Context: an optimization exercise on an open-source flow, tuned for small area. The choices shown serve that exercise and are no tape-out recipe. Function was not checked in any run shown here: the RTL went through the layout flow alone. Power is estimated from default activity; no workload was simulated.

## design/flow/run.sh

```bash
#!/bin/bash
# synth_recipe.tcl (not shown) runs the flow's synth.tcl, then flattens the netlist and writes it again
# the make line also repeats each setting of config.mk as NAME=value (left out here)
make -C /OpenROAD-flow-scripts/flow DESIGN_CONFIG=/design/flow/config.mk WORK_HOME=/design/flow/orfs CLKGATE_MAP_FILE= SYNTH_SCRIPT=/design/flow/synth_recipe.tcl finish
```

## design/flow/config.mk

```make
export PLATFORM = sky130hd
export DESIGN_NAME = av2_rx_engine
export DESIGN_NICKNAME = av2_rx_engine
export VERILOG_FILES = /design/flow/design.v
export SDC_FILE = /design/flow/constraint.sdc
export NUM_CORES = 4
export LEC_CHECK = 0
export CAP_MARGIN = 20
export CORE_MARGIN = 2
export CORE_UTILIZATION = 40
export PLACE_DENSITY = 0.6
export SLEW_MARGIN = 20
export SYNTH_HIERARCHICAL = 1
```

## design/flow/constraint.sdc

```tcl
create_clock -name core_clock -period 10.0 [get_ports {clk}]
set_input_delay 2.0000 -clock core_clock [delete_from_list [all_inputs] [get_ports {clk}]]
set_output_delay 2.0000 -clock core_clock [all_outputs]
set_load 0.01 [all_outputs]
```

## design/flow/design.v

```verilog
module av2_rx_engine (
    input  wire       clk,
    input  wire       rst,           
    input  wire       rx_valid,      
    input  wire [7:0] rx_data,
    input  wire       rx_err,        
    input  wire [7:0] rd_addr,
    output reg  [7:0] rd_data,
    output reg        ev_commit,     
    output wire [2:0] ev_sub,
    output reg        ev_ready,      
    output reg        ev_error,      
    output wire [3:0] ev_err_code
);
    integer i;
    reg [5:0] cnt;
    reg       hbad;         
    reg [2:0] sub;          
    reg       lenok;        
    wire st_ovr = cnt[5] & cnt[0];
    wire st_err = cnt[5] & cnt[1];
    wire st_hold = st_ovr | st_err;
    wire is_eol  = (rx_data == 8'hFF);
    wire dbyte   = rx_valid & ~rx_err & ~is_eol;
    wire eol     = rx_valid & ~rx_err & is_eol;
    wire ws = (rx_data >= 8'h09 && rx_data <= 8'h0D) || rx_data == 8'h20;
    reg [7:0] hdr_exp;
    always @* begin
        case (cnt[2:0])
            3'd0: hdr_exp = 8'h23;
            3'd1: hdr_exp = 8'h41;
            3'd2: hdr_exp = 8'h56;
            3'd3: hdr_exp = 8'h32;
            default: hdr_exp = 8'h20;
        endcase
    end
    reg [2:0] code_sub;
    always @* begin
        case (rx_data)
            8'h69: code_sub = 3'd0;
            8'h6A: code_sub = 3'd1;
            8'h6B: code_sub = 3'd2;
            8'h6C: code_sub = 3'd3;
            8'h6D: code_sub = 3'd4;
            8'h6E: code_sub = 3'd5;
            default: code_sub = 3'd7;
        endcase
    end
    reg [5:0] thr;
    always @* begin
        case (sub)
            3'd0: thr = 6'd10;
            3'd1: thr = 6'd18;
            3'd2: thr = 6'd27;
            3'd3: thr = 6'd7;
            3'd4: thr = 6'd8;
            default: thr = 6'd5;
        endcase
    end
    wire c_sys = (sub == 3'd0);
    wire c_inp = (sub == 3'd1);
    wire c_spk = (sub == 3'd2);
    wire c_grp = c_sys | (sub == 3'd3) | (sub == 3'd4);    
    wire hdr_ok = (cnt >= 6'd5) & ~hbad & ~st_hold;
    wire known  = (cnt >= 6'd6) & ~st_hold & (sub[2:1] != 2'b11);
    wire commit = eol & hdr_ok & known & lenok;
    wire err1   = eol & ~st_hold & ~hdr_ok;
    wire err6   = eol & hdr_ok & known & ~lenok;
    wire err7   = eol & st_ovr;
    reg [5:0] progress;
    reg       ready;
    reg [2:0] ev_x;
    assign ev_sub      = ev_x;
    assign ev_err_code = {1'b0, ev_x};
    wire [5:0] prog_new = progress | (6'd1 << sub);
    always @(posedge clk) begin
        if (rst) begin
            cnt <= 6'd0;
        end else if (rx_err) begin
            cnt <= 6'd34;
        end else if (rx_valid) begin
            if (is_eol)
                cnt <= 6'd0;
            else if (!st_hold)
                cnt <= cnt + 6'd1;
        end
        if (dbyte) begin
            if (cnt == 6'd0)
                hbad <= (rx_data != hdr_exp);
            else if (cnt < 6'd5)
                hbad <= hbad | (rx_data != hdr_exp);
            if (cnt == 6'd5) begin
                sub   <= code_sub;
                lenok <= (rx_data == 8'h6E);
            end else if (!ws && cnt >= thr) begin
                lenok <= 1'b1;
            end
        end
        ev_commit <= ~rst & commit;
        ev_error  <= ~rst & (rx_err | err1 | err6 | err7);
        ev_ready  <= ~rst & commit & ~ready & (&prog_new[4:0]);
        if (rx_err)     ev_x <= 3'd3;
        else if (err7)  ev_x <= 3'd7;
        else if (err1)  ev_x <= 3'd1;
        else if (err6)  ev_x <= 3'd6;
        else            ev_x <= sub;
        if (rst) begin
            progress <= 6'd0;
            ready    <= 1'b0;
        end else if (commit) begin
            progress <= prog_new;
            if (&prog_new[4:0]) ready <= 1'b1;
        end
    end
    reg [2:0] stg_s [0:3];
    reg [1:0] stg_c;
    reg [7:0] stg_d [0:7];
    reg [5:0] stg_l [0:7];
    wire [2:0] w_size  = (rx_data >= 8'd1 && rx_data <= 8'd4) ? rx_data[2:0] : 3'd0;
    wire       w_nz    = (rx_data != 8'd0);
    wire [4:0] w_label = (rx_data <= 8'd20) ? rx_data[4:0] : 5'h1F;
    wire [7:0] w_lraw  = (rx_data > 8'd60) ? 8'd60 : rx_data;
    wire [7:0] w_lvl8  = w_lraw - 8'd30;
    wire [5:0] w_l     = c_inp ? {1'b0, w_label} : w_lvl8[5:0];
    always @(posedge clk) begin
        if (rx_valid) begin
            for (i = 0; i < 4; i = i + 1)
                if (cnt == 6 + i) stg_s[i] <= w_size;
            if (cnt == 6'd10) stg_c[0] <= w_nz;
            if (cnt == 6'd11) stg_c[1] <= w_nz;
            if (cnt == 6'd6  || (cnt == 6'd12 && !c_grp)) stg_d[0] <= rx_data;
            if (cnt == 6'd7  || (cnt == 6'd13 && !c_grp)) stg_d[1] <= rx_data;
            if (cnt == 6'd8  || (cnt == 6'd14 && !c_grp)) stg_d[2] <= rx_data;
            if (cnt == 6'd10 || (cnt == 6'd15 && !c_grp)) stg_d[3] <= rx_data;
            for (i = 4; i < 8; i = i + 1)
                if (cnt == 12 + i) stg_d[i] <= rx_data;
            for (i = 0; i < 8; i = i + 1)
                if (cnt == 6 + i || (cnt == 20 + i && !c_inp)) stg_l[i] <= w_l;
        end
    end
    reg [7:0] sys_flags, sys_mode, sys_vol;
    reg [5:0] sys_decode;                       
    reg [4:0] inp_label [0:9];                  
    reg       inp_panorama;
    reg [7:0] inp_width, inp_depth;
    reg [2:0] spk_size [0:3];
    reg [1:0] spk_cfg;
    reg [7:0] spk_dist [0:7];
    reg [5:0] spk_level [0:7];                  
    reg [7:0] sw_major, sw_minor;
    reg [7:0] fw_major, fw_minor, fw_patch;
    function [4:0] lab5(input [7:0] b);
        lab5 = (b <= 8'd20) ? b[4:0] : 5'h1F;
    endfunction
    wire [7:0] s_mode_b = stg_d[1];
    wire [3:0] s_input  = (s_mode_b[3:0] >= 4'd1 && s_mode_b[3:0] <= 4'd11) ? s_mode_b[3:0] : 4'd0;
    wire [7:0] s_dec_b  = stg_d[3];
    wire [5:0] s_dec    = (s_dec_b <= 8'd23 || (s_dec_b >= 8'd48 && s_dec_b <= 8'd55)) ?
                          s_dec_b[5:0] : 6'h3F;
    wire cm_sys = commit & (sub == 3'd0);
    wire cm_inp = commit & (sub == 3'd1);
    wire cm_spk = commit & (sub == 3'd2);
    wire cm_swv = commit & (sub == 3'd3);
    wire cm_fwv = commit & (sub == 3'd4);
    always @(posedge clk) begin
        if (cm_sys) begin
            sys_flags  <= stg_d[0];
            sys_mode   <= {s_mode_b[7:4], s_input};
            sys_vol    <= stg_d[2];
            sys_decode <= s_dec;
        end
        if (cm_inp) begin
            for (i = 0; i < 8; i = i + 1)
                inp_label[i] <= stg_l[i][4:0];
            inp_label[8]  <= lab5(stg_d[2]);
            inp_label[9]  <= lab5(stg_d[3]);
            inp_panorama  <= (stg_d[4] != 8'd0);
            inp_width     <= stg_d[5];
            inp_depth     <= stg_d[6];
        end
        if (cm_spk) begin
            for (i = 0; i < 4; i = i + 1)
                spk_size[i] <= stg_s[i];
            spk_cfg <= stg_c;
            for (i = 0; i < 8; i = i + 1) begin
                spk_dist[i]  <= stg_d[i];
                spk_level[i] <= stg_l[i];
            end
        end
        if (cm_swv) begin
            sw_major <= stg_d[0];
            sw_minor <= stg_d[1];
        end
        if (cm_fwv) begin
            fw_major <= stg_d[0];
            fw_minor <= stg_d[1];
            fw_patch <= stg_d[2];
        end
    end
    wire        s_prog, s_dec_rst;
    wire [3:0]  s_sys;
    wire [12:0] s_inp;
    wire [4:0]  s_spk;
    wire [7:0]  s_dist, s_lvl;
    wire [1:0]  s_sw;
    wire [2:0]  s_fw;
    av2_rx_rd_dec u_rd_dec (
        .rd_addr(rd_addr), .progress(progress),
        .s_prog(s_prog), .s_dec_rst(s_dec_rst), .s_sys(s_sys), .s_inp(s_inp),
        .s_spk(s_spk), .s_dist(s_dist), .s_lvl(s_lvl), .s_sw(s_sw), .s_fw(s_fw));
    wire [7:0] rd_w;
    av2_rx_rd_mux u_rd_mux (
        .s_prog(s_prog), .s_dec_rst(s_dec_rst), .s_sys(s_sys), .s_inp(s_inp),
        .s_spk(s_spk), .s_dist(s_dist), .s_lvl(s_lvl), .s_sw(s_sw), .s_fw(s_fw),
        .ready(ready), .progress(progress),
        .sys_flags(sys_flags), .sys_mode(sys_mode), .sys_vol(sys_vol), .sys_decode(sys_decode),
        .inp_label({inp_label[9], inp_label[8], inp_label[7], inp_label[6], inp_label[5],
                    inp_label[4], inp_label[3], inp_label[2], inp_label[1], inp_label[0]}),
        .inp_panorama(inp_panorama), .inp_width(inp_width), .inp_depth(inp_depth),
        .spk_size({spk_size[3], spk_size[2], spk_size[1], spk_size[0]}), .spk_cfg(spk_cfg),
        .spk_dist({spk_dist[7], spk_dist[6], spk_dist[5], spk_dist[4],
                   spk_dist[3], spk_dist[2], spk_dist[1], spk_dist[0]}),
        .spk_level({spk_level[7], spk_level[6], spk_level[5], spk_level[4],
                    spk_level[3], spk_level[2], spk_level[1], spk_level[0]}),
        .sw_major(sw_major), .sw_minor(sw_minor),
        .fw_major(fw_major), .fw_minor(fw_minor), .fw_patch(fw_patch),
        .rd_data(rd_w));
    always @* rd_data = rd_w;
endmodule
module av2_rx_rd_dec (
    input  wire [7:0]  rd_addr,
    input  wire [5:0]  progress,
    output wire        s_prog,       
    output wire        s_dec_rst,    
    output wire [3:0]  s_sys,        
    output wire [12:0] s_inp,        
    output wire [4:0]  s_spk,        
    output wire [7:0]  s_dist,       
    output wire [7:0]  s_lvl,        
    output wire [1:0]  s_sw,         
    output wire [2:0]  s_fw          
);
    wire [15:0] h = 16'd1 << rd_addr[7:4];
    wire [15:0] l = 16'd1 << rd_addr[3:0];
    assign s_prog    = h[0] & l[0];
    assign s_dec_rst = h[1] & l[3] & ~progress[0];
    assign s_sys     = {4{h[1] & progress[0]}} & l[3:0];
    assign s_inp     = {13{h[2] & progress[1]}} & l[12:0];
    assign s_spk     = {5{h[3] & progress[2]}} & l[4:0];
    assign s_dist    = {8{h[3] & progress[2]}} & l[15:8];
    assign s_lvl     = {8{h[4] & progress[2]}} & l[7:0];
    assign s_sw      = {2{h[5] & progress[3]}} & l[1:0];
    assign s_fw      = {3{h[5] & progress[4]}} & l[10:8];
endmodule
module av2_rx_rd_mux (
    input  wire        s_prog, s_dec_rst,
    input  wire [3:0]  s_sys,
    input  wire [12:0] s_inp,
    input  wire [4:0]  s_spk,
    input  wire [7:0]  s_dist, s_lvl,
    input  wire [1:0]  s_sw,
    input  wire [2:0]  s_fw,
    input  wire        ready,
    input  wire [5:0]  progress,
    input  wire [7:0]  sys_flags, sys_mode, sys_vol,
    input  wire [5:0]  sys_decode,
    input  wire [49:0] inp_label,
    input  wire        inp_panorama,
    input  wire [7:0]  inp_width, inp_depth,
    input  wire [11:0] spk_size,
    input  wire [1:0]  spk_cfg,
    input  wire [63:0] spk_dist,
    input  wire [47:0] spk_level,
    input  wire [7:0]  sw_major, sw_minor, fw_major, fw_minor, fw_patch,
    output reg  [7:0]  rd_data
);
    integer i;
    reg [4:0] lab;
    reg [5:0] lv;
    reg [7:0] r;
    always @* begin
        lab = 5'd0;
        for (i = 0; i < 10; i = i + 1) lab = lab | ({5{s_inp[i]}} & inp_label[5*i +: 5]);
        lv = 6'd0;
        for (i = 0; i < 8; i = i + 1) lv = lv | ({6{s_lvl[i]}} & spk_level[6*i +: 6]);
        r = {{3{&lab}}, lab} | {{2{lv[5]}}, lv};
        r = r | ({8{s_prog}} & {ready, 1'b0, progress});
        r = r | ({8{s_sys[0]}} & sys_flags) | ({8{s_sys[1]}} & sys_mode) |
                ({8{s_sys[2]}} & sys_vol);
        r = r | ({8{s_sys[3]}} & {{2{&sys_decode}}, sys_decode}) | {8{s_dec_rst}};
        r = r | ({8{s_inp[10]}} & {7'd0, inp_panorama}) | ({8{s_inp[11]}} & inp_width) |
                ({8{s_inp[12]}} & inp_depth);
        for (i = 0; i < 4; i = i + 1) r = r | ({8{s_spk[i]}} & {5'd0, spk_size[3*i +: 3]});
        r = r | ({8{s_spk[4]}} & {6'd0, spk_cfg});
        for (i = 0; i < 8; i = i + 1) r = r | ({8{s_dist[i]}} & spk_dist[8*i +: 8]);
        r = r | ({8{s_sw[0]}} & sw_major) | ({8{s_sw[1]}} & sw_minor);
        r = r | ({8{s_fw[0]}} & fw_major) | ({8{s_fw[1]}} & fw_minor) |
                ({8{s_fw[2]}} & fw_patch);
        rd_data = r;
    end
endmodule
```

==> results.py, run 1 <==
metrics = {
    "status": {
        "outcome": "complete, no violations",
    },
    "job": {
        "cap_violations": 0,
    },
    "critical_path": {
        "path_class": "primary input to output pin",
        "critical-path-top-delay-family": "simple AND/OR/NAND/NOR gates",
        "crit_slowest_cell": "nor4_1",
        "ff2ff_path_depth": 9,
        "arrival_ns": 6.04,
        "crit_path_cell_trace": "clkdlybuf4s50_1 -> or3b_2 -> nor4_1 -> a22o_1 -> a221oi_1 -> nand4_1 -> nand4_1 -> o211ai_1 -> clkdlybuf4s50_1",
        "crit_required_ns": 8.00,
        "slowest_delay_ns": 0.89,
        "regToRegEndpoint": "spk_level[4][2]",
        "path_buf_inv": 2,
        "start_kind": "primary input",
        "rr_startpoint": "cnt[0]",
        "reg2reg_slack_ns": 6.14,
        "critPathMaxFanout": 26,
        "cp-end-kind": "output pin",
    },
    "floorplanning": {
        "core_um2": 39820,
        "row_count": 73,
        "die_area_um2": 42030,
        "die_h_um": 205.0,
        "ioPinCount": 38,
        "die_w_um": 205.0,
        "start_util": 0.4058,
    },
    "routing": {
        "route.detailed.drc": 0,
        "wl_um": 47240,
        "drt_iter0_markers": 1160,
        "antenna_left": 0,
        "vias_per_cell": 6.103,
        "vias": 9990,
        "wire_per_inst_um": 28.86,
        "drt_pass1_iterations": 5,
    },
    "timing": {
        "max_freq_mhz": 124.3,
        "hold_viol": 0,
        "period_share": 0.8043,
        "postLayoutSetupSlackWorst_ns": 1.957,
        "setup_viol": 0,
        "worst_hold_slack_ns": 0.4092,
        "grt_setup_unrepaired": "no",
        "fin_worst_skew_ns": 0.01781,
        "report.final.slew_viol_count": 0,
        "timing.slew.headroom": 0.1673,
        "setup_tns_ns": 0,
        "worst_pin_slew_ns": 1.242,
        "min_period_ns": 8.043,
    },
    "pwr": {
        "power_density_nw_per_um2": 189.0,
        "p_switching_mw": 0.6994,
        "p_leak_nw": 5.768,
        "p_seq_frac": 0.531,
        "power_frac_comb": 0.022,
        "clkPwrFrac": 0.448,
        "ir_drop_uv": 102.4,
        "p_int_mw": 2.839,
        "p_sw_frac": 0.1977,
    },
    "finish": {
        "layout-drive-gt1-share": 0.1520,
        "area_growth_pct": 15.80,
        "diodes": 0,
        "final_cell_mix": "394 x edfxtp_1, 59 x a22oi_1, 46 x nor2_1",
        "fin_cells": 1637,
        "fin_nets": 1109,
        "final_common_cell": "edfxtp_1",
        "stdcell_area_um2": 18720,
    },
    "global_route": {
        "grt_pass1_vias": 9616,
        "globalRoute.totalOverflow": 0,
        "antenna_found_initial": 0,
        "grt_pass1_wl_um": 67070,
        "grt_max_degree": 68,
        "globalRouteTotalUtil": 0.2262,
    },
    "placed_design": {
        "dpl_cell_area_um2": 17320,
        "place_ws_ns": 1.891,
        "place_hpwl_um": 31770,
        "dp.cells": 1559,
        "gp_congestion": 0.9252,
        "io_buffers": 36,
    },
    "clock_tree": {
        "cts_repair_resize_count": 0,
        "cts_num_sinks": 413,
        "clk_path_buf_depth": 3,
        "postCtsSetupBuffers": 0,
        "cts-htree-levels": 2,
        "clk_pin_slew_ns": 0.06,
        "clk_latency_ns": 0.56,
        "numCtsBuffers": 42,
        "hold_buffers": 0,
        "cts_root_buf": "clkbuf_16",
        "tritoncts": "built",
    },
    "logic_synthesis": {
        "synthCells": 1019,
        "synth_seq_cells": 413,
        "syn-num-nets": 1050,
        "synthFlopType": "edfxtp_1",
        "yosys_warnings": 15,
        "async_reset_ff_frac": 0,
        "netlist_area_um2": 16160,
        "ys_seq_area_frac": 0.7556,
        "syn_avg_cell_area_um2": 15.86,
        "synth.distinct_cells": 76,
        "synth_edf_count": 394,
    },
    "hold_path": {
        "min_from": "stg_d[7][0]",
        "hold_path_end": "spk_dist[7][0]",
        "hold_class": "register to register",
        "whs_path_depth": 0,
    },
}
[worst max-delay path by stage]
| stage | from | end | slack [ns] | cells past startpoint |
|---|---|---|---|---|
| final | rd_addr[5] | rd_data[6] | 1.96 | 9 |
| after global routing | rd_addr[5] | rd_data[6] | 1.79 | 9 |
| after CTS | rd_addr[5] | rd_data[7] | 1.88 | 9 |
| after detailed placement | rd_addr[5] | rd_data[7] | 1.89 | 9 |
| after global placement | rd_addr[5] | rd_data[7] | 2.02 | 9 |
| after floorplan | rx_data[5] | spk_cfg[0] | 1.24 | 6 |
[worst register-to-register path, stage by stage (launching register included)]
cell and delay [ns]:
dfxtp_1 0.38, inv_1 0.17, ha_1 0.42, or2_2 0.18, a31oi_1 0.14, and4b_1 0.36
nand2b_1 0.16, nor2_4 0.11, buf_4 0.71, buf_4 0.81
[modules after synthesis (local to each module, per instance)]
module,times used,cells
av2_rx_rd_mux,1,198
av2_rx_engine,1,739
av2_rx_rd_dec,1,82
[layout make-up]
| type | instances | area [um^2] |
|---|---|---|
| fillers | 3451 | 21110 |
| flip-flops and latches | 413 | 12210 |
| multi-input cells | 528 | 3741 |
| clock buffers | 53 | 1102 |
| well taps | 525 | 656.9 |
| repair buffers | 74 | 645.6 |
| clock inverters | 25 | 286.5 |
| inverters | 19 | 71.32 |
[sequential cells by signal (all words and copies together), names as in the netlist, 12 cells and up]
| name | cells |
|---|---|
| stg_l | 48 |
| stg_s | 12 |
| spk_size | 12 |
| stg_d | 64 |
| spk_dist | 64 |
| spk_level | 48 |
| inp_label | 50 |
[power groups by stage]
| stage | Sequential (mW) | Combinational, mW | Clock, mW |
|---|---|---|---|
| final | 1.88 | 0.0765 | 1.58 |
| after global placement | 1.91 | 0.0743 | 0 |
| after detailed placement | 1.91 | 0.0755 | 0 |
| after global routing | 1.88 | 0.0836 | 1.67 |
| after floorplan | 1.91 | 0.0431 | 0 |
| after CTS | 1.88 | 0.0759 | 1.61 |
[synth_stat cells (all sizes together) (3+ instances only)]
master	count	area, um^2
nand2	34	127.6
inv	18	67.56
dfxtp	19	380.4
o21a	4	30.03
nand4	25	162.6
a222oi	6	60.06
and2	4	25.02
nor4	24	150.1
a21oi	28	140.1
ha	11	137.6
or3b	3	26.28
o21bai	3	22.52
nand4bb	5	56.30
or3	7	43.79
nand2b	13	81.33
o211ai	3	22.52
edfxtp	394	11830
clkbuf	29	110.1
nor3	60	336.6
o22a	3	26.28
a22o	32	280.3
or2	18	112.6
buf	30	207.7
a211oi	3	22.52
a31oi	4	25.02
xor2	3	26.28
o21ai	15	75.07
nand3	18	90.09
nor2b	6	37.54
nor2	50	187.7
a22oi	60	455.4
or4	7	52.55
or4b	5	65.06
o22ai	4	25.02
a221oi	33	332.8
[cells by family (layout without fill, tap and decap cells)]
| kind of cell | after synthesis | after routing | share of synthesized area |
|---|---|---|---|
| AND/OR/NAND/NOR | 291 | 291 | 0.1029 |
| AO/OA/AOI/OAI | 221 | 221 | 0.1065 |
| buffers and inverters | 78 | 171 | 0.02408 |
| adder cells (fa/ha/maj) | 11 | 11 | 0.008516 |
| other | 1 | 1 | 0.0002320 |
| XOR/XNOR | 4 | 4 | 0.002168 |
| flip-flops | 413 | 413 | 0.7556 |
[metrics by stage]
| step | power, mW | util |
|---|---|---|
| 2_1_floorplan | 1.955 | - |
| 3_3_place_gp | 1.988 | 0.4346 |
| 3_5_place_dp | 1.989 | 0.4349 |
| 4_1_cts | 3.558 | 0.4698 |
| 5_1_grt | 3.632 | 0.4700 |
| 6_report | 3.538 | 0.4700 |
[metal layers]
layer / wire length [um] / vias up / part of all wire / global-route usage
met1: 19200 / 4999 / 0.41 / 0.3107
met3: 4773 / 111 / 0.10 / 0.05234
li1: - / 4264 / - / -
met5: 0 / - / 0 / 0
met4: 1822 / 0 / 0.039 / 0.08916
met2: 21440 / 616 / 0.45 / 0.3493
==> run 2, diff against run 1 <==
--- a/design/flow/config.mk
+++ b/design/flow/config.mk
@@ -9,4 +9,6 @@
 export CORE_MARGIN = 2
 export CORE_UTILIZATION = 40
+export CTS_BUF_LIST = sky130_fd_sc_hd__clkbuf_8
+export CTS_CLUSTER_SIZE = 20
 export PLACE_DENSITY = 0.6
 export SLEW_MARGIN = 20
==> run 2 against run 1 <==
Critical endpoint unchanged. Flip-flop and latch count unchanged. Largest cell class unchanged. Still clean on timing, DRC and antenna. Utilization fell by 0.41 points. Global-route usage increased by 0.43 points. Routed wire length up 1.9%. Synthesized cell count is the same. Via count rose by 2.0%. Final cell count up 2.3%. Synthesized area stayed put. First-iteration DRC count grew 11%. Clock-buffer cell count increased by 15.
==> results.py, run 2 <==
metrics = {
    "status": {
        "outcome": "complete, no violations",
    },
    "placed_design": {
        "dpl_cell_area_um2": 17320,
        "place_hpwl_um": 31770,
        "gp_congestion": 0.9252,
        "place_ws_ns": 1.891,
        "io_buffers": 36,
    },
    "critical_path": {
        "slowest_delay_ns": 0.93,
        "critical-path-top-delay-family": "simple AND/OR/NAND/NOR gates",
        "arrival_ns": 6.09,
        "crit_slowest_cell": "nor4_1",
        "crit_path_cell_trace": "clkdlybuf4s50_1 -> or3b_2 -> nor4_1 -> a22o_1 -> a221oi_1 -> nand4_1 -> nand4_1 -> o211ai_1 -> clkdlybuf4s50_1",
        "critPathMaxFanout": 26,
        "start_kind": "primary input",
        "crit_required_ns": 8.00,
        "cp-end-kind": "output pin",
        "path_buf_inv": 2,
        "path_class": "primary input to output pin",
    },
    "clock_tree": {
        "hold_buffers": 0,
        "clk_pin_slew_ns": 0.06,
        "cts_repair_resize_count": 0,
        "numCtsBuffers": 68,
        "postCtsSetupBuffers": 0,
        "cts_root_buf": "clkbuf_8",
        "clk_path_buf_depth": 3,
        "clk_latency_ns": 0.61,
        "tritoncts": "built",
        "cts_num_sinks": 413,
        "cts-htree-levels": 3,
    },
    "hold_path": {
        "hold_class": "register to register",
    },
    "timing": {
        "report.final.slew_viol_count": 0,
        "postLayoutSetupSlackWorst_ns": 1.909,
        "period_share": 0.8091,
        "max_freq_mhz": 123.6,
        "timing.slew.headroom": 0.1524,
        "setup_viol": 0,
        "fin_worst_skew_ns": 0.03271,
        "worst_pin_slew_ns": 1.265,
        "hold_viol": 0,
        "setup_tns_ns": 0,
        "grt_setup_unrepaired": "no",
        "min_period_ns": 8.091,
    },
    "routing": {
        "wire_per_inst_um": 28.75,
        "routed.top_layer": "met4",
        "vias": 10190,
        "antenna_left": 0,
        "drt_iter0_markers": 1291,
        "vias_per_cell": 6.088,
        "drt_pass1_iterations": 5,
        "wl_met2_um": 22020,
        "wl_um": 48130,
        "wl_met1_um": 19570,
        "route.detailed.drc": 0,
        "dr_wl_met3_um": 4815,
    },
    "logic_synthesis": {
        "synthCells": 1019,
        "yosysMostFrequentCell": "edfxtp_1",
        "synth_edf_count": 394,
        "synth.distinct_cells": 76,
        "synth_top_cells_by_count": "394 x edfxtp_1, 59 x a22oi_1, 54 x nor3_1",
        "ys_seq_area_frac": 0.7556,
        "syn-num-nets": 1050,
        "synth_area_leader_cell": "edfxtp_1",
        "synth_top_area_share": 0.7321,
        "synthFlopType": "edfxtp_1",
        "yosys_warnings": 15,
        "async_reset_ff_frac": 0,
        "synth_seq_cells": 413,
        "syn_avg_cell_area_um2": 15.86,
        "netlist_area_um2": 16160,
        "synthTopCellsByArea": "edfxtp_1 73%, a22oi_1 2.7%, dfxtp_1 2.4%",
    },
    "pwr": {
        "p_leak_nw": 5.804,
        "ir_drop_uv": 83.44,
        "power_density_nw_per_um2": 179.0,
    },
    "finish": {
        "final_cell_mix": "394 x edfxtp_1, 68 x clkbuf_8, 59 x a22oi_1",
        "diodes": 0,
        "fill_cells": 3514,
        "fin_nets": 1135,
        "area_growth_pct": 14.79,
        "biggestRegsByFlops": "spk_dist (64), stg_d (64), inp_label (50)",
        "stdcell_area_um2": 18550,
        "final_common_cell": "edfxtp_1",
        "layout-drive-gt1-share": 0.1680,
        "seqCellArea_um2": 12210,
        "multi_input_area_um2": 3741,
        "fin_util": 0.4659,
    },
    "floorplanning": {
        "die_h_um": 205.0,
        "die_area_um2": 42030,
        "die_w_um": 205.0,
        "row_count": 73,
        "start_util": 0.4058,
        "ioPinCount": 38,
        "core_um2": 39820,
    },
    "global_route": {
        "grt_pass1_wl_um": 67810,
        "antenna_found_initial": 0,
        "globalRouteTotalUtil": 0.2305,
        "grt_max_degree": 68,
        "grt_pass1_vias": 9861,
        "globalRoute.totalOverflow": 0,
    },
    "job": {
        "cap_violations": 0,
    },
}
==> run 2: changes by cell type in the layout (fill, tap and decap cells not counted), moves of 3 or more <==
| cell | before | now |
|---|---|---|
| inv_1 | 18 | 41 |
| bufinv_16 | 6 | 3 |
| clkbuf_1 | 10 | 0 |
| clkbuf_16 | 42 | 0 |
| clkbuf_8 | 1 | 68 |
==> run 2: layer usage <==
metal  global-route usage  vias to the layer above
met2               0.3545                      586
met3              0.05695                      113
met5                    0                        -
met1               0.3113                     5188
met4               0.1010                        0
li1                     -                     4304
==> run 2: layout make-up <==
type / instances / share of cell area
clock buffers: 68 / 0.05045
flip-flops and latches: 413 / 0.6582
inverters: 19 / 0.003844
well taps: 525 / 0.03541
repair buffers: 74 / 0.03480
clock inverters: 47 / 0.01565
multi-input cells: 528 / 0.2016
==> run 2: cell families after synthesis <==
logic type	after synthesis	share of synthesized area
AOI/OAI and AO/OA	221	0.1065
xor gates and xnor gates	4	0.002168
adders and majority gates	11	0.008516
buffers and inverters	78	0.02408
DFF	413	0.7556
other	1	0.0002320
and+or+nand+nor	291	0.1029
==> run 2: metrics by stage <==
stage	hold slack, ns	std cells	power, mW
floorplan	0.4003	1019	1.955
global placement	0.4026	1559	1.988
detailed placement	0.4045	1559	1.989
CTS	0.4024	1674	3.344
global route	0.4225	1674	3.430
finish	0.3967	1674	3.322
==> run 2: power breakdown <==
part           total (mW)  internal [mW]  switching (mW)
clock network        1.37          0.713           0.654
registers            1.88           1.87         0.00295
logic              0.0769         0.0258          0.0510
==> run 2: final timing paths <==
path / end / depth (start not counted) / startpoint / slack (ns)
max: rd_data[6] / 9 / rd_addr[5] / 1.91
min: spk_cfg[0] / 0 / stg_c[0] / 0.40
max reg2reg: spk_level[0][3] / 9 / cnt[0] / 6.03
min reg2reg: spk_cfg[0] / 0 / stg_c[0] / 0.40
==> run 2: Yosys stat by module, one instance, submodules excluded <==
module,flops+latches,times used,area [um^2],cells inside
av2_rx_rd_mux,0,1,1521,198
av2_rx_engine,413,1,14100,739
av2_rx_rd_dec,0,1,543.0,82
==> run 3, diff against run 2 <==
--- a/design/flow/design.v
+++ b/design/flow/design.v
@@ -47,13 +47,13 @@
         endcase
     end
-    reg [5:0] thr;
+    reg past_thr;
     always @* begin
         case (sub)
-            3'd0: thr = 6'd10;
-            3'd1: thr = 6'd18;
-            3'd2: thr = 6'd27;
-            3'd3: thr = 6'd7;
-            3'd4: thr = 6'd8;
-            default: thr = 6'd5;
+            3'd0: past_thr = (cnt >= 6'd10);
+            3'd1: past_thr = (cnt >= 6'd18);
+            3'd2: past_thr = (cnt >= 6'd27);
+            3'd3: past_thr = (cnt >= 6'd7);
+            3'd4: past_thr = (cnt >= 6'd8);
+            default: past_thr = (cnt >= 6'd5);
         endcase
     end
@@ -93,5 +93,5 @@
                 sub   <= code_sub;
                 lenok <= (rx_data == 8'h6E);
-            end else if (!ws && cnt >= thr) begin
+            end else if (!ws && past_thr) begin
                 lenok <= 1'b1;
             end
@@ -117,24 +117,21 @@
     reg [7:0] stg_d [0:7];
     reg [5:0] stg_l [0:7];
-    wire [2:0] w_size  = (rx_data >= 8'd1 && rx_data <= 8'd4) ? rx_data[2:0] : 3'd0;
-    wire       w_nz    = (rx_data != 8'd0);
-    wire [4:0] w_label = (rx_data <= 8'd20) ? rx_data[4:0] : 5'h1F;
-    wire [7:0] w_lraw  = (rx_data > 8'd60) ? 8'd60 : rx_data;
-    wire [7:0] w_lvl8  = w_lraw - 8'd30;
-    wire [5:0] w_l     = c_inp ? {1'b0, w_label} : w_lvl8[5:0];
+    wire [2:0] w_size;
+    wire       w_nz;
+    wire [5:0] w_l;
+    av2_rx_wdec u_wdec (.b(rx_data), .lab_mode(c_inp), .size(w_size), .nz(w_nz), .l6(w_l));
+    wire [3:0]  en_s;
+    wire [1:0]  en_c;
+    wire [7:0]  en_d, en_l;
+    av2_rx_slot_en u_slot_en (.cnt(cnt), .wr(rx_valid), .c_grp(c_grp), .c_inp(c_inp),
+        .en_s(en_s), .en_c(en_c), .en_d(en_d), .en_l(en_l));
     always @(posedge clk) begin
-        if (rx_valid) begin
-            for (i = 0; i < 4; i = i + 1)
-                if (cnt == 6 + i) stg_s[i] <= w_size;
-            if (cnt == 6'd10) stg_c[0] <= w_nz;
-            if (cnt == 6'd11) stg_c[1] <= w_nz;
-            if (cnt == 6'd6  || (cnt == 6'd12 && !c_grp)) stg_d[0] <= rx_data;
-            if (cnt == 6'd7  || (cnt == 6'd13 && !c_grp)) stg_d[1] <= rx_data;
-            if (cnt == 6'd8  || (cnt == 6'd14 && !c_grp)) stg_d[2] <= rx_data;
-            if (cnt == 6'd10 || (cnt == 6'd15 && !c_grp)) stg_d[3] <= rx_data;
-            for (i = 4; i < 8; i = i + 1)
-                if (cnt == 12 + i) stg_d[i] <= rx_data;
-            for (i = 0; i < 8; i = i + 1)
-                if (cnt == 6 + i || (cnt == 20 + i && !c_inp)) stg_l[i] <= w_l;
+        for (i = 0; i < 4; i = i + 1)
+            if (en_s[i]) stg_s[i] <= w_size;
+        for (i = 0; i < 2; i = i + 1)
+            if (en_c[i]) stg_c[i] <= w_nz;
+        for (i = 0; i < 8; i = i + 1) begin
+            if (en_d[i]) stg_d[i] <= rx_data;
+            if (en_l[i]) stg_l[i] <= w_l;
         end
     end
@@ -300,2 +297,39 @@
     end
 endmodule
+module av2_rx_wdec (
+    input  wire [7:0] b,
+    input  wire       lab_mode,    
+    output wire [2:0] size,        
+    output wire       nz,          
+    output wire [5:0] l6           
+);
+    wire [4:0] label = (b <= 8'd20) ? b[4:0] : 5'h1F;
+    wire [7:0] lraw  = (b > 8'd60) ? 8'd60 : b;
+    wire [7:0] lvl   = lraw - 8'd30;
+    assign size = (b >= 8'd1 && b <= 8'd4) ? b[2:0] : 3'd0;
+    assign nz   = (b != 8'd0);
+    assign l6   = lab_mode ? {1'b0, label} : lvl[5:0];
+endmodule
+module av2_rx_slot_en (
+    input  wire [5:0] cnt,
+    input  wire       wr,
+    input  wire       c_grp,
+    input  wire       c_inp,
+    output reg  [3:0] en_s,
+    output reg  [1:0] en_c,
+    output reg  [7:0] en_d,
+    output reg  [7:0] en_l
+);
+    integer i;
+    always @* begin
+        for (i = 0; i < 4; i = i + 1) en_s[i] = wr & (cnt == 6 + i);
+        en_c[0] = wr & (cnt == 6'd10);
+        en_c[1] = wr & (cnt == 6'd11);
+        en_d[0] = wr & ((cnt == 6'd6)  | ((cnt == 6'd12) & ~c_grp));
+        en_d[1] = wr & ((cnt == 6'd7)  | ((cnt == 6'd13) & ~c_grp));
+        en_d[2] = wr & ((cnt == 6'd8)  | ((cnt == 6'd14) & ~c_grp));
+        en_d[3] = wr & ((cnt == 6'd10) | ((cnt == 6'd15) & ~c_grp));
+        for (i = 4; i < 8; i = i + 1) en_d[i] = wr & (cnt == 12 + i);
+        for (i = 0; i < 8; i = i + 1) en_l[i] = wr & ((cnt == 6 + i) | ((cnt == 20 + i) & ~c_inp));
+    end
+endmodule
--- a/design/flow/config.mk
+++ b/design/flow/config.mk
@@ -8,8 +8,6 @@
 export CAP_MARGIN = 20
 export CORE_MARGIN = 2
-export CORE_UTILIZATION = 40
-export CTS_BUF_LIST = sky130_fd_sc_hd__clkbuf_8
-export CTS_CLUSTER_SIZE = 20
-export PLACE_DENSITY = 0.6
+export CORE_UTILIZATION = 65
+export PLACE_DENSITY = 0.75
 export SLEW_MARGIN = 20
 export SYNTH_HIERARCHICAL = 1
==> run 3 against run 2 <==
First-iteration DRC count is 24% higher. Critical endpoint unchanged. Flip-flop and latch count stayed put. Worst hold slack better by 0.020 ns. Clock skew is 0.021 ns lower. Largest cell class unchanged. Still clean. Highest routed layer unchanged. Synthesized area is 0.22% higher.
==> results.py, run 3 <==
metrics = {
    "critical_path": {
        "crit_required_ns": 8.00,
        "ff2ff_path_depth": 7,
        "path_class": "primary input to output pin",
        "start_kind": "primary input",
        "cp-end-kind": "output pin",
        "critPathMaxFanout": 26,
        "arrival_ns": 5.95,
        "reg2reg_slack_ns": 5.54,
    },
    "timing": {
        "grt_setup_unrepaired": "no",
        "setup_tns_ns": 0,
        "setup_viol": 0,
        "hold_viol": 0,
        "max_freq_mhz": 125.7,
        "timing.slew.headroom": 0.1569,
        "report.final.slew_viol_count": 0,
        "worst_pin_slew_ns": 1.258,
        "fin_worst_skew_ns": 0.01136,
        "min_period_ns": 7.954,
        "period_share": 0.7954,
    },
    "hold_path": {
        "whs_path_depth": 0,
        "hold_class": "register to register",
    },
    "logic_synthesis": {
        "synth_edf_count": 394,
        "ys_seq_area_frac": 0.7540,
        "synthAdderAreaFrac": 0.003862,
        "synthMuxAreaShare": 0,
        "netlist_area_um2": 16200,
        "synth_top_cells_by_count": "394 x edfxtp_1, 59 x a22oi_1, 54 x nor3_1",
        "yosys_warnings": 16,
        "synth_top_area_share": 0.7305,
        "synth.distinct_cells": 85,
        "synthTopCellsByArea": "edfxtp_1 73%, a22oi_1 2.7%, dfxtp_1 2.3%",
        "synth_compound_area_frac": 0.1081,
        "synth-xor-area-share": 0.003785,
        "yosysMostFrequentCell": "edfxtp_1",
        "synth-simple-area-share": 0.1067,
        "synthCells": 997,
        "synth_seq_cells": 413,
        "synthFlopType": "edfxtp_1",
        "syn_avg_cell_area_um2": 16.25,
        "synth_top_family_by_area": "compound AO/OA/AOI/OAI gates",
        "syn-num-nets": 1022,
        "async_reset_ff_frac": 0,
        "synth_area_leader_cell": "edfxtp_1",
    },
    "floorplanning": {
        "start_util": 0.6641,
        "ioPinCount": 38,
        "die_area_um2": 26200,
        "die_w_um": 161.9,
        "row_count": 57,
        "core_um2": 24390,
        "die_h_um": 161.9,
    },
    "finish": {
        "final_common_cell": "edfxtp_1",
        "layout-drive-gt1-share": 0.1470,
        "biggestRegsByFlops": "spk_dist (64), stg_d (64), inp_label (50)",
        "fill_cells": 1462,
        "diodes": 0,
        "fin_nets": 1076,
        "fin_cells": 1406,
        "area_growth_pct": 12.58,
        "seqCellArea_um2": 12210,
        "final_cell_mix": "394 x edfxtp_1, 59 x a22oi_1, 49 x nor2_1",
        "multi_input_area_um2": 3737,
    },
    "global_route": {
        "grt_pass1_vias": 9579,
        "grt_pass1_wl_um": 63300,
        "globalRouteTotalUtil": 0.3397,
        "grt_max_degree": 69,
        "antenna_found_initial": 0,
        "globalRoute.totalOverflow": 0,
    },
    "placed_design": {
        "dp.cells": 1333,
        "place_hpwl_um": 29030,
        "io_buffers": 36,
        "gp_congestion": 0.9391,
    },
    "clock_tree": {
        "hold_buffers": 0,
        "numCtsBuffers": 40,
        "clk_latency_ns": 0.53,
        "cts-htree-levels": 2,
        "cts_repair_resize_count": 0,
        "postCtsSetupBuffers": 0,
        "cts_num_sinks": 413,
        "clk_path_buf_depth": 3,
        "cts_root_buf": "clkbuf_16",
        "clk_pin_slew_ns": 0.06,
        "tritoncts": "built",
    },
    "pwr": {
        "clkPwrFrac": 0.425,
        "power_frac_comb": 0.022,
        "p_seq_frac": 0.553,
        "p_leak_nw": 5.631,
        "p_int_mw": 2.718,
        "power_density_nw_per_um2": 186.1,
        "p_sw_frac": 0.1990,
        "ir_drop_uv": 158.6,
        "p_switching_mw": 0.6752,
    },
    "routing": {
        "wire_per_inst_um": 31.26,
        "vias_per_cell": 7.209,
        "route.detailed.drc": 0,
        "vias": 10140,
        "wl_um": 43950,
        "antenna_left": 0,
        "drt_iter0_markers": 1599,
        "drt_pass1_iterations": 9,
    },
    "job": {
        "cap_violations": 0,
    },
    "status": {
        "outcome": "complete, no violations",
    },
}
run 3: cell types whose count changed in the layout (fill, tap and decap cells not counted), moves of 6 or more:
cell and change:
and3_1 +6, buf_4 -8, clkbuf_1 +7, clkbuf_16 +40
clkbuf_8 -68, ha_1 -6, inv_1 -33, nor3b_1 +8
nor4_1 -10, o211ai_1 +7
run 3: kinds of logic after synthesis:
kind of cell | after synthesis
adders and majority gates | 5
and+or+nand+nor | 291
other | 1
xor gates and xnor gates | 7
DFF | 413
buffers and inverters | 63
AOI/OAI and AO/OA | 217
run 3: stage by stage:
step | hold WS (ns) | area, um^2 | setup WS, ns | utilization | total power, mW
after detailed placement | 0.4045 | 16960 | 2.213 | 0.6952 | 1.985
after global placement | 0.4009 | 16940 | 2.250 | 0.6946 | 1.984
after floorplan | 0.4003 | 16200 | 3.606 | - | 1.954
final | 0.4162 | 18230 | 2.046 | 0.7476 | 3.393
after CTS | 0.4173 | 18220 | 2.187 | 0.7468 | 3.399
after global routing | 0.4194 | 18230 | 2.024 | 0.7476 | 3.467
run 3: path summary, 6_finish.rpt:
path / startpoint / to
worst max-delay path: rd_addr[5] / rd_data[6]
worst min register to register: stg_l[4][5] / spk_level[4][5]
worst min-delay path: stg_l[4][5] / spk_level[4][5]
worst max register to register: cnt[1] / spk_size[3][1]
run 3: per-module statistics from Yosys (local to each module, per instance):
| module | cells inside | area [um^2] | flops+latches |
|---|---|---|---|
| av2_rx_engine | 627 | 13580 | 413 |
| av2_rx_rd_mux | 198 | 1521 | 0 |
| av2_rx_wdec | 39 | 246.5 | 0 |
| av2_rx_slot_en | 51 | 305.3 | 0 |
| av2_rx_rd_dec | 82 | 543.0 | 0 |
run 3: final cells by class:
cell class	instances	share of cell area
Timing Repair Buffer	66	0.03211
Clock inverter	26	0.01276
Multi-Input combinational cell	521	0.2050
Inverter	9	0.001853
Sequential cell	413	0.6697
Clock buffer	47	0.05634
Tap cell	324	0.02223
run 3: power groups by stage:
stage	Sequential, mW	Clock (mW)	Combinational (mW)
2_1_floorplan	1.91	0	0.0414
3_3_place_gp	1.91	0	0.0702
3_5_place_dp	1.91	0	0.0713
4_1_cts	1.88	1.45	0.0716
5_1_grt	1.88	1.51	0.0782
6_report	1.88	1.44	0.0733
run 3: per-layer routing:
metal / up-vias / global-route usage / wire (um)
met5: - / 0 / 0
met1: 4982 / 0.4877 / 16090
met3: 144 / 0.07763 / 5926
li1: 4190 / - / -
met4: 0 / 0.1130 / 1722
met2: 820 / 0.5267 / 20210
run 3: worst max-delay path, cell delays in order:
cell             delay [ns]
clkdlybuf4s50_1        0.55
or3b_1                 0.79
nor4_1                 0.90
a22o_1                 0.25
a221oi_1               0.06
nand4_1                0.23
nand4_1                0.30
o211ai_1               0.28
clkdlybuf4s50_1        0.57
==> run 4, diff against run 3 <==
--- a/design/flow/config.mk
+++ b/design/flow/config.mk
@@ -9,4 +9,6 @@
 export CORE_MARGIN = 2
 export CORE_UTILIZATION = 65
+export CTS_CLUSTER_DIAMETER = 150
+export CTS_CLUSTER_SIZE = 30
 export PLACE_DENSITY = 0.75
 export SLEW_MARGIN = 20
==> run 4 against run 3 <==
Fmax about the same. Clock skew up 0.0089 ns. Clock power down 44%. Global-route usage down 1.1 points. Setup slack worse by 0.0020 ns. Critical endpoint unchanged. Largest power group unchanged.
==> results.py, run 4 <==
metrics = {
    "timing": {
        "fin_worst_skew_ns": 0.02021,
        "postLayoutSetupSlackWorst_ns": 2.044,
        "worst_pin_slew_ns": 1.304,
        "report.final.slew_viol_count": 0,
        "hold_viol": 0,
        "grt_setup_unrepaired": "no",
        "timing.slew.headroom": 0.1257,
        "max_freq_mhz": 125.7,
        "min_period_ns": 7.956,
        "period_share": 0.7956,
        "setup_viol": 0,
        "setup_tns_ns": 0,
        "worst_hold_slack_ns": 0.4234,
    },
    "logic_synthesis": {
        "async_reset_ff_frac": 0,
        "synth-simple-area-share": 0.1067,
        "synth_top_cells_by_count": "394 x edfxtp_1, 59 x a22oi_1, 54 x nor3_1",
        "yosys_warnings": 16,
        "yosysMostFrequentCell": "edfxtp_1",
        "synthAdderAreaFrac": 0.003862,
        "synth_top_area_share": 0.7305,
        "ys_seq_area_frac": 0.7540,
        "synth.distinct_cells": 85,
        "synth-xor-area-share": 0.003785,
        "synthTopCellsByArea": "edfxtp_1 73%, a22oi_1 2.7%, dfxtp_1 2.3%",
        "synth_area_leader_cell": "edfxtp_1",
        "synthMuxAreaShare": 0,
        "synth_seq_cells": 413,
        "synth_edf_count": 394,
        "synthFlopType": "edfxtp_1",
        "synth_top_family_by_area": "compound AO/OA/AOI/OAI gates",
        "syn-num-nets": 1022,
        "netlist_area_um2": 16200,
        "synth_compound_area_frac": 0.1081,
        "synthCells": 997,
        "syn_avg_cell_area_um2": 16.25,
    },
    "clock_tree": {
        "hold_buffers": 0,
        "cts_repair_resize_count": 0,
        "postCtsSetupBuffers": 0,
        "tritoncts": "built",
        "numCtsBuffers": 17,
        "clk_path_buf_depth": 3,
        "clk_latency_ns": 0.53,
        "cts-htree-levels": 1,
        "cts_root_buf": "clkbuf_16",
        "clk_pin_slew_ns": 0.11,
        "cts_num_sinks": 413,
    },
    "routing": {
        "drt_iter0_markers": 1590,
        "drt_pass1_iterations": 7,
        "antenna_left": 0,
        "route.detailed.drc": 0,
        "vias_per_cell": 7.248,
        "vias": 9843,
        "wire_per_inst_um": 31.44,
        "wl_um": 42700,
    },
    "placed_design": {
        "dpl_cell_area_um2": 16960,
        "io_buffers": 36,
        "gp_congestion": 0.9391,
        "place_hpwl_um": 29030,
        "place_ws_ns": 2.213,
        "dp.cells": 1333,
    },
    "hold_path": {
        "hold_class": "register to register",
    },
    "pwr": {
        "ir_drop_uv": 136.3,
        "power_density_nw_per_um2": 157.9,
        "finalPower_mw": 2.752,
        "p_leak_nw": 5.235,
    },
    "floorplanning": {
        "die_w_um": 161.9,
        "row_count": 57,
        "ioPinCount": 38,
        "core_um2": 24390,
        "die_h_um": 161.9,
        "die_area_um2": 26200,
        "start_util": 0.6641,
    },
    "finish": {
        "fin_util": 0.7145,
        "biggestRegsByFlops": "spk_dist (64), stg_d (64), inp_label (50)",
        "diodes": 0,
        "fin_nets": 1053,
        "area_growth_pct": 7.602,
        "stdcell_area_um2": 17430,
        "fin_cells": 1358,
        "final_cell_mix": "394 x edfxtp_1, 59 x a22oi_1, 49 x nor2_1",
        "layout-drive-gt1-share": 0.1170,
        "final_common_cell": "edfxtp_1",
    },
    "global_route": {
        "antenna_found_initial": 0,
        "globalRouteTotalUtil": 0.3289,
        "globalRoute.totalOverflow": 0,
        "grt_max_degree": 69,
        "grt_pass1_vias": 9185,
        "grt_pass1_wl_um": 61250,
    },
    "critical_path": {
        "crit_required_ns": 8.00,
        "arrival_ns": 5.96,
        "path_class": "primary input to output pin",
        "start_kind": "primary input",
        "critPathMaxFanout": 26,
        "cp-end-kind": "output pin",
    },
    "job": {
        "cap_violations": 0,
    },
    "status": {
        "outcome": "complete, no violations",
    },
}
run 4: cell counts after synthesis:
Identical to the previous run, type by type.
run 4: area by class of cell:
type	count	area, um^2
Sequential cell	413	12210
Clock inverter	2	17.52
Fill cell	1551	6963
Tap cell	324	405.4
Inverter	9	33.78
Timing Repair Buffer	66	585.6
Clock buffer	23	447.9
Multi-Input combinational cell	521	3726
run 4: where the power goes:
part	switching, mW	internal, mW	total, mW
registers	0.00424	1.87	1.87
logic	0.0474	0.0254	0.0728
clock network	0.482	0.323	0.804
total	0.534	2.22	2.75
run 4: cell families (layout without fill, tap and decap cells):
kind of cell / after synthesis / after routing
flip-flops: 413 / 413
XOR/XNOR: 7 / 7
AO/OA/AOI/OAI: 217 / 217
other: 1 / 1
adder cells (fa/ha/maj): 5 / 5
AND/OR/NAND/NOR: 291 / 291
buffers and inverters: 63 / 100
run 4: final timing paths:
check	from	endpoint	slack, ns	depth (start not counted)
max reg2reg	cnt[1]	spk_dist[0][1]	5.55	7
min	stg_l[4][5]	spk_level[4][5]	0.42	0
min reg2reg	stg_l[4][5]	spk_level[4][5]	0.42	0
max	rd_addr[5]	rd_data[6]	2.04	9
run 4: critical path: stages:
cell             delay, ns
clkdlybuf4s50_1       0.55
or3b_1                0.79
nor4_1                0.92
a22o_1                0.25
a221oi_1              0.06
nand4_1               0.24
nand4_1               0.29
o211ai_1              0.27
clkdlybuf4s50_1       0.57
run 4: routing by layer:
| layer | wire length, um | share of wire | vias to the layer above | track usage |
|---|---|---|---|---|
| li1 | - | - | 4107 | - |
| met1 | 16260 | 0.38 | 4858 | 0.4763 |
| met2 | 19540 | 0.46 | 756 | 0.5141 |
| met3 | 5280 | 0.12 | 122 | 0.06691 |
| met4 | 1615 | 0.038 | 0 | 0.1042 |
| met5 | 0 | 0 | - | 0 |
run 4: modules after synthesis, one instance, submodules excluded:
module	area, um^2	times used	flops+latches	cells inside
av2_rx_engine	13580	1	413	627
av2_rx_rd_mux	1521	1	0	198
av2_rx_rd_dec	543.0	1	0	82
av2_rx_wdec	246.5	1	0	39
av2_rx_slot_en	305.3	1	0	51
==> run 5, diff against run 4 <==
--- a/design/flow/config.mk
+++ b/design/flow/config.mk
@@ -9,6 +9,6 @@
 export CORE_MARGIN = 2
 export CORE_UTILIZATION = 65
-export CTS_CLUSTER_DIAMETER = 150
-export CTS_CLUSTER_SIZE = 30
+export CTS_CLUSTER_DIAMETER = 120
+export CTS_CLUSTER_SIZE = 24
 export PLACE_DENSITY = 0.75
 export SLEW_MARGIN = 20
==> run 5 against run 4 <==
Highest routed layer unchanged. Non-clock buffer count unchanged. Utilization increased by 0.51 points. Sequential share of layout area fell by 0.50 points. Routed wire length grew 1.4%. Still clean. Clock power up 13%. Final cell count increased by 0.44%. Final area is 0.72% higher.
==> results.py, run 5 <==
metrics = {
    "pwr": {
        "finalPower_mw": 2.853,
        "power_density_nw_per_um2": 162.5,
        "p_switching_mw": 0.5615,
        "p_seq_frac": 0.657,
        "p_leak_nw": 5.302,
        "p_sw_frac": 0.1968,
        "ir_drop_uv": 109.9,
        "p_int_mw": 2.292,
        "power_frac_comb": 0.025,
        "clkPwrFrac": 0.318,
    },
    "critical_path": {
        "arrival_ns": 6.03,
        "cp-end-kind": "output pin",
        "rr_startpoint": "cnt[1]",
        "start_kind": "primary input",
        "crit_required_ns": 8.00,
        "reg2reg_slack_ns": 5.57,
        "path_class": "primary input to output pin",
        "critPathLaunch": "rd_addr[5]",
        "critPathMaxFanout": 26,
        "ff2ff_path_depth": 7,
        "regToRegEndpoint": "spk_dist[3][1]",
    },
    "finish": {
        "diodes": 0,
        "final_common_cell": "edfxtp_1",
        "fin_util": 0.7197,
        "layout-drive-gt1-share": 0.1202,
        "fin_nets": 1057,
        "area_growth_pct": 8.374,
        "final_cell_mix": "394 x edfxtp_1, 59 x a22oi_1, 49 x nor2_1",
        "biggestRegsByFlops": "spk_dist (64), stg_d (64), inp_label (50)",
    },
    "timing": {
        "grt_setup_unrepaired": "no",
        "min_period_ns": 8.028,
        "report.final.slew_viol_count": 0,
        "postLayoutSetupSlackWorst_ns": 1.972,
        "setup_tns_ns": 0,
        "fin_worst_skew_ns": 0.03145,
        "max_freq_mhz": 124.6,
        "period_share": 0.8028,
        "worst_pin_slew_ns": 1.307,
        "timing.slew.headroom": 0.1238,
        "setup_viol": 0,
        "hold_viol": 0,
    },
    "clock_tree": {
        "cts-htree-levels": 1,
        "tritoncts": "built",
        "cts_num_sinks": 413,
        "clk_pin_slew_ns": 0.08,
        "cts_repair_resize_count": 0,
        "numCtsBuffers": 21,
        "cts_root_buf": "clkbuf_16",
        "postCtsSetupBuffers": 0,
        "clk_latency_ns": 0.54,
        "hold_buffers": 0,
        "clk_path_buf_depth": 3,
    },
    "logic_synthesis": {
        "synth_top_cells_by_count": "394 x edfxtp_1, 59 x a22oi_1, 54 x nor3_1",
        "syn_avg_cell_area_um2": 16.25,
        "yosysMostFrequentCell": "edfxtp_1",
        "synth_seq_cells": 413,
        "synthFlopType": "edfxtp_1",
        "syn-num-nets": 1022,
        "synth_top_area_share": 0.7305,
        "netlist_area_um2": 16200,
        "async_reset_ff_frac": 0,
        "ys_seq_area_frac": 0.7540,
        "synth.distinct_cells": 85,
        "synthCells": 997,
        "synthTopCellsByArea": "edfxtp_1 73%, a22oi_1 2.7%, dfxtp_1 2.3%",
        "yosys_warnings": 16,
        "synth_area_leader_cell": "edfxtp_1",
        "synth_edf_count": 394,
    },
    "routing": {
        "antenna_left": 0,
        "wl_um": 43270,
        "wire_per_inst_um": 31.73,
        "vias": 9894,
        "vias_per_cell": 7.254,
        "drt_pass1_iterations": 6,
        "drt_iter0_markers": 1684,
        "route.detailed.drc": 0,
    },
    "status": {
        "outcome": "complete, no violations",
    },
    "hold_path": {
        "hold_path_end": "spk_level[5][5]",
        "min_from": "stg_l[5][5]",
        "hold_class": "register to register",
        "whs_path_depth": 0,
    },
    "global_route": {
        "grt_max_degree": 69,
        "globalRouteTotalUtil": 0.3335,
        "globalRoute.totalOverflow": 0,
        "grt_pass1_wl_um": 62070,
        "grt_pass1_vias": 9337,
        "antenna_found_initial": 0,
    },
    "floorplanning": {
        "die_area_um2": 26200,
        "start_util": 0.6641,
        "die_w_um": 161.9,
        "ioPinCount": 38,
        "core_um2": 24390,
        "row_count": 57,
        "die_h_um": 161.9,
    },
    "placed_design": {
        "place_hpwl_um": 29030,
        "io_buffers": 36,
        "place_ws_ns": 2.213,
        "gp_congestion": 0.9391,
    },
    "job": {
        "cap_violations": 0,
    },
}
## run 5: cell counts after synthesis
Identical to the previous run, type by type.
## run 5: layer usage
metal	global-route usage	share of wire	up-vias
li1	-	-	4127
met1	0.4767	0.37	4900
met2	0.5132	0.46	765
met3	0.07814	0.13	102
met4	0.1203	0.036	0
met5	0	0	-
## run 5: layout make-up
cell class	instances	area, um^2
flip-flops and latches	413	12210
fillers	1544	6838
clock buffers	29	555.5
repair buffers	66	585.6
clock inverters	2	28.78
well taps	324	405.4
multi-input cells	521	3732
inverters	9	33.78
## run 5: worst max-delay path: stages
cell and delay [ns]:
clkdlybuf4s50_1 0.53, or3b_1 0.81, nor4_1 1.01, a22o_1 0.29, a221oi_2 0.04, nand4_1 0.17, nand4_1 0.30, o211ai_1 0.28
clkdlybuf4s50_1 0.57
## run 5: worst max-delay path by stage
stage                  to  cells past startpoint
4_1_cts        rd_data[6]                      9
2_1_floorplan  spk_cfg[0]                      5
3_5_place_dp   rd_data[6]                      9
6_report       rd_data[6]                      9
3_3_place_gp   rd_data[7]                      9
5_1_grt        rd_data[6]                      9
## run 5: power by group through the flow
| stage | Combinational (mW) | Sequential, mW | Clock (mW) |
|---|---|---|---|
| after floorplan | 0.0414 | 1.91 | 0 |
| after global placement | 0.0702 | 1.91 | 0 |
| after detailed placement | 0.0713 | 1.91 | 0 |
| after CTS | 0.0716 | 1.87 | 0.905 |
| after global routing | 0.0781 | 1.87 | 0.963 |
| final | 0.0726 | 1.87 | 0.906 |
## run 5: kinds of logic (layout without fill, tap and decap cells)
logic type | count (synthesis) | after routing | synth area share
compound gates | 217 | 217 | 0.1082
xor+xnor | 7 | 7 | 0.003785
fa+ha+maj | 5 | 5 | 0.003862
buf+inv | 63 | 106 | 0.02333
flops | 413 | 413 | 0.7540
other cells | 1 | 1 | 0.0002315
simple gates | 291 | 291 | 0.1067
## run 5: modules after synthesis, one instance, submodules excluded
module	copies in the design	cell area, um^2
av2_rx_engine	1	13580
av2_rx_rd_dec	1	543.0
av2_rx_rd_mux	1	1521
av2_rx_slot_en	1	305.3
av2_rx_wdec	1	246.5
## run 5: stage by stage
step | instance area [um^2] | hold slack [ns] | std cells
finish | 17550 | 0.4228 | 1364
global route | 17550 | 0.4294 | 1364
floorplan | 16200 | 0.4003 | 997
global placement | 16940 | 0.4009 | 1332
CTS | 17540 | 0.4247 | 1364
detailed placement | 16960 | 0.4045 | 1333
==> run 6, diff against run 5 <==
--- a/design/flow/config.mk
+++ b/design/flow/config.mk
@@ -8,8 +8,8 @@
 export CAP_MARGIN = 20
 export CORE_MARGIN = 2
-export CORE_UTILIZATION = 65
-export CTS_CLUSTER_DIAMETER = 120
-export CTS_CLUSTER_SIZE = 24
-export PLACE_DENSITY = 0.75
+export CORE_UTILIZATION = 75
+export CTS_CLUSTER_DIAMETER = 100
+export CTS_CLUSTER_SIZE = 30
+export PLACE_DENSITY = 0.85
 export SLEW_MARGIN = 20
 export SYNTH_HIERARCHICAL = 1
==> run 6 against run 5 <==
Utilization rose by 11 points. Fmax fell by 0.82%. Still clean. First-iteration DRC count rose by 1.3%. Highest routed layer unchanged. Register-to-register slack got worse by 0.17 ns.
==> results.py, run 6 <==
metrics = {
    "timing": {
        "period_share": 0.8095,
        "min_period_ns": 8.095,
        "worst_hold_slack_ns": 0.4196,
        "fin_worst_skew_ns": 0.02590,
        "hold_viol": 0,
        "postLayoutSetupSlackWorst_ns": 1.905,
        "grt_setup_unrepaired": "no",
        "setup_tns_ns": 0,
        "timing.slew.headroom": 0.09172,
        "max_freq_mhz": 123.5,
        "setup_viol": 0,
        "report.final.slew_viol_count": 0,
        "worst_pin_slew_ns": 1.357,
    },
    "routing": {
        "antenna_left": 0,
        "vias": 10370,
        "route.detailed.drc": 0,
        "drt_pass1_iterations": 8,
        "drt_iter0_markers": 1706,
        "wl_um": 45530,
        "vias_per_cell": 7.872,
        "wire_per_inst_um": 34.57,
    },
    "critical_path": {
        "crit_required_ns": 8.00,
        "crit_path_cell_trace": "clkdlybuf4s50_1 -> or3b_1 -> nor4_1 -> a22o_1 -> a221oi_1 -> nand4_1 -> nand4_1 -> o21ai_0 -> clkdlybuf4s50_1",
        "slowest_delay_ns": 0.94,
        "rr_startpoint": "cnt[0]",
        "arrival_ns": 6.09,
        "crit_slowest_cell": "nor4_1",
        "critPathMaxFanout": 26,
        "cp-end-kind": "output pin",
        "start_kind": "primary input",
        "critPathLaunch": "rd_addr[5]",
        "path_class": "primary input to output pin",
    },
    "logic_synthesis": {
        "synth_seq_cells": 413,
        "synth_top_family_by_area": "compound AO/OA/AOI/OAI gates",
        "synth_compound_area_frac": 0.1081,
        "synth-xor-area-share": 0.003785,
        "synthAdderAreaFrac": 0.003862,
        "synthFlopType": "edfxtp_1",
        "synthCells": 997,
        "synth-simple-area-share": 0.1067,
        "syn_avg_cell_area_um2": 16.25,
        "synthMuxAreaShare": 0,
        "synth_top_cells_by_count": "394 x edfxtp_1, 59 x a22oi_1, 54 x nor3_1",
        "yosys_warnings": 16,
        "synth_edf_count": 394,
        "ys_seq_area_frac": 0.7540,
        "synth.distinct_cells": 85,
        "synth_top_area_share": 0.7305,
        "netlist_area_um2": 16200,
        "async_reset_ff_frac": 0,
        "synthTopCellsByArea": "edfxtp_1 73%, a22oi_1 2.7%, dfxtp_1 2.3%",
        "synth_area_leader_cell": "edfxtp_1",
        "yosysMostFrequentCell": "edfxtp_1",
        "syn-num-nets": 1022,
    },
    "placed_design": {
        "gp_congestion": 0.9712,
        "place_hpwl_um": 30200,
        "dp.cells": 1286,
        "place_ws_ns": 2.118,
        "io_buffers": 36,
    },
    "floorplanning": {
        "start_util": 0.7681,
        "die_h_um": 151.0,
        "core_um2": 21090,
        "row_count": 53,
        "die_w_um": 151.0,
        "die_area_um2": 22790,
        "ioPinCount": 38,
    },
    "hold_path": {
        "hold_class": "register to register",
        "min_from": "stg_d[7][2]",
    },
    "finish": {
        "area_growth_pct": 7.478,
        "biggestRegsByFlops": "spk_dist (64), stg_d (64), inp_label (50)",
        "layout-drive-gt1-share": 0.1191,
        "final_common_cell": "edfxtp_1",
        "fin_cells": 1317,
        "final_cell_mix": "394 x edfxtp_1, 59 x a22oi_1, 47 x nor2_1",
        "fin_nets": 1056,
    },
    "pwr": {
        "ir_drop_uv": 137.8,
        "p_sw_frac": 0.1925,
        "p_int_mw": 2.223,
        "p_seq_frac": 0.681,
        "power_density_nw_per_um2": 158.2,
        "clkPwrFrac": 0.293,
        "finalPower_mw": 2.754,
        "p_switching_mw": 0.5302,
        "power_frac_comb": 0.026,
        "p_leak_nw": 5.259,
    },
    "job": {
        "cap_violations": 0,
    },
    "clock_tree": {
        "cts-htree-levels": 1,
        "clk_latency_ns": 0.54,
        "hold_buffers": 0,
        "postCtsSetupBuffers": 0,
        "cts_root_buf": "clkbuf_16",
        "cts_num_sinks": 413,
        "clk_path_buf_depth": 3,
        "clk_pin_slew_ns": 0.11,
        "numCtsBuffers": 17,
        "tritoncts": "built",
        "cts_repair_resize_count": 0,
    },
    "global_route": {
        "globalRouteTotalUtil": 0.4138,
        "grt_max_degree": 76,
        "grt_pass1_wl_um": 64670,
        "globalRoute.totalOverflow": 0,
        "antenna_found_initial": 2,
        "grt_pass1_vias": 9657,
    },
    "status": {
        "outcome": "complete, no violations",
    },
}
## run 6: metrics by stage
step,cell area [um^2],util
after floorplan,16200,-
after global placement,16890,0.8009
after detailed placement,16890,0.8010
after CTS,17370,0.8235
after global routing,17410,0.8254
final,17410,0.8255
## run 6: kinds of logic (layout without fill, tap and decap cells)
group | count (synthesis) | after routing
xor+xnor | 7 | 7
simple gates | 291 | 291
compound gates | 217 | 217
buf+inv | 63 | 107
flops | 413 | 413
fa+ha+maj | 5 | 5
other cells | 1 | 2
## run 6: cell type report
type | instances | area [um^2]
repair buffers | 69 | 608.1
fillers | 1028 | 3680
multi-input cells | 521 | 3732
inverters | 9 | 33.78
clock buffers | 28 | 466.7
clock inverters | 1 | 8.758
diodes | 1 | 2.502
flip-flops and latches | 413 | 12210
well taps | 275 | 344.1
## run 6: final timing paths
check	endpoint	slack, ns	cells after the start
min	spk_dist[7][2]	0.42	0
min reg2reg	spk_dist[7][2]	0.42	0
max reg2reg	spk_size[3][2]	5.40	7
max	rd_data[5]	1.91	9
## run 6: critical path: cells and delay by family
kind            cells  cell delay (ns)
simple gates        4             2.25
buf+inv             2             1.16
compound gates      3             0.67
## run 6: power groups by stage
stage / sequential (mW) / combinational, mW / clock, mW
final: 1.88 / 0.0712 / 0.806
after global routing: 1.88 / 0.0759 / 0.851
after CTS: 1.88 / 0.0691 / 0.800
after detailed placement: 1.92 / 0.0686 / 0
after global placement: 1.91 / 0.0670 / 0
after floorplan: 1.91 / 0.0414 / 0
## run 6: layer usage
metal,share of wire,routed length [um],global-route usage,vias to the layer above
li1,-,-,-,4123
met1,0.33,15010,0.5657,4924
met2,0.44,20130,0.6105,1108
met3,0.17,7748,0.1464,212
met4,0.058,2639,0.1902,0
met5,0,0,0,-
## run 6: per-module statistics from Yosys (local to each module, per instance)
module          area (um^2)  times used
av2_rx_engine         13580           1
av2_rx_rd_dec         543.0           1
av2_rx_rd_mux          1521           1
av2_rx_slot_en        305.3           1
av2_rx_wdec           246.5           1

[afterwards: timing with drivers on the ports]
The results above use ideal ports. As a check the final layouts listed here were re-extracted and re-timed, cells and wires unchanged.
Step 1 (the two cells are an assumption about what drives the block):
set clk [get_ports {clk}]
set_driving_cell -lib_cell sky130_fd_sc_hd__clkbuf_16 $clk
set_driving_cell -lib_cell sky130_fd_sc_hd__buf_2 [delete_from_list [all_inputs] $clk]
Step 2 times the ports against the registers' clock, not the clock port: input delays grow and output delays shrink by t, the midpoint of the rising clock arrivals with the driver on.
a / b / c = no drivers / after step 1 / after step 2; a / b = the first two.
run	shift t [ns]	setup WS [ns]	worst slew at a driven data input, ns
run 1	0.601	1.957 / 1.923 / 1.923	0.04
run 2	0.653	1.909 / 1.875 / 1.875	0.04
run 3	0.575	2.046 / 2.022 / 2.022	0.04
run 4	0.570	2.044 / 2.019 / 2.019	0.04
run 5	0.578	1.972 / 1.947 / 1.947	0.04
run 6	0.572	1.905 / 1.874 / 1.874	0.06
After both steps every run listed still meets setup and hold.
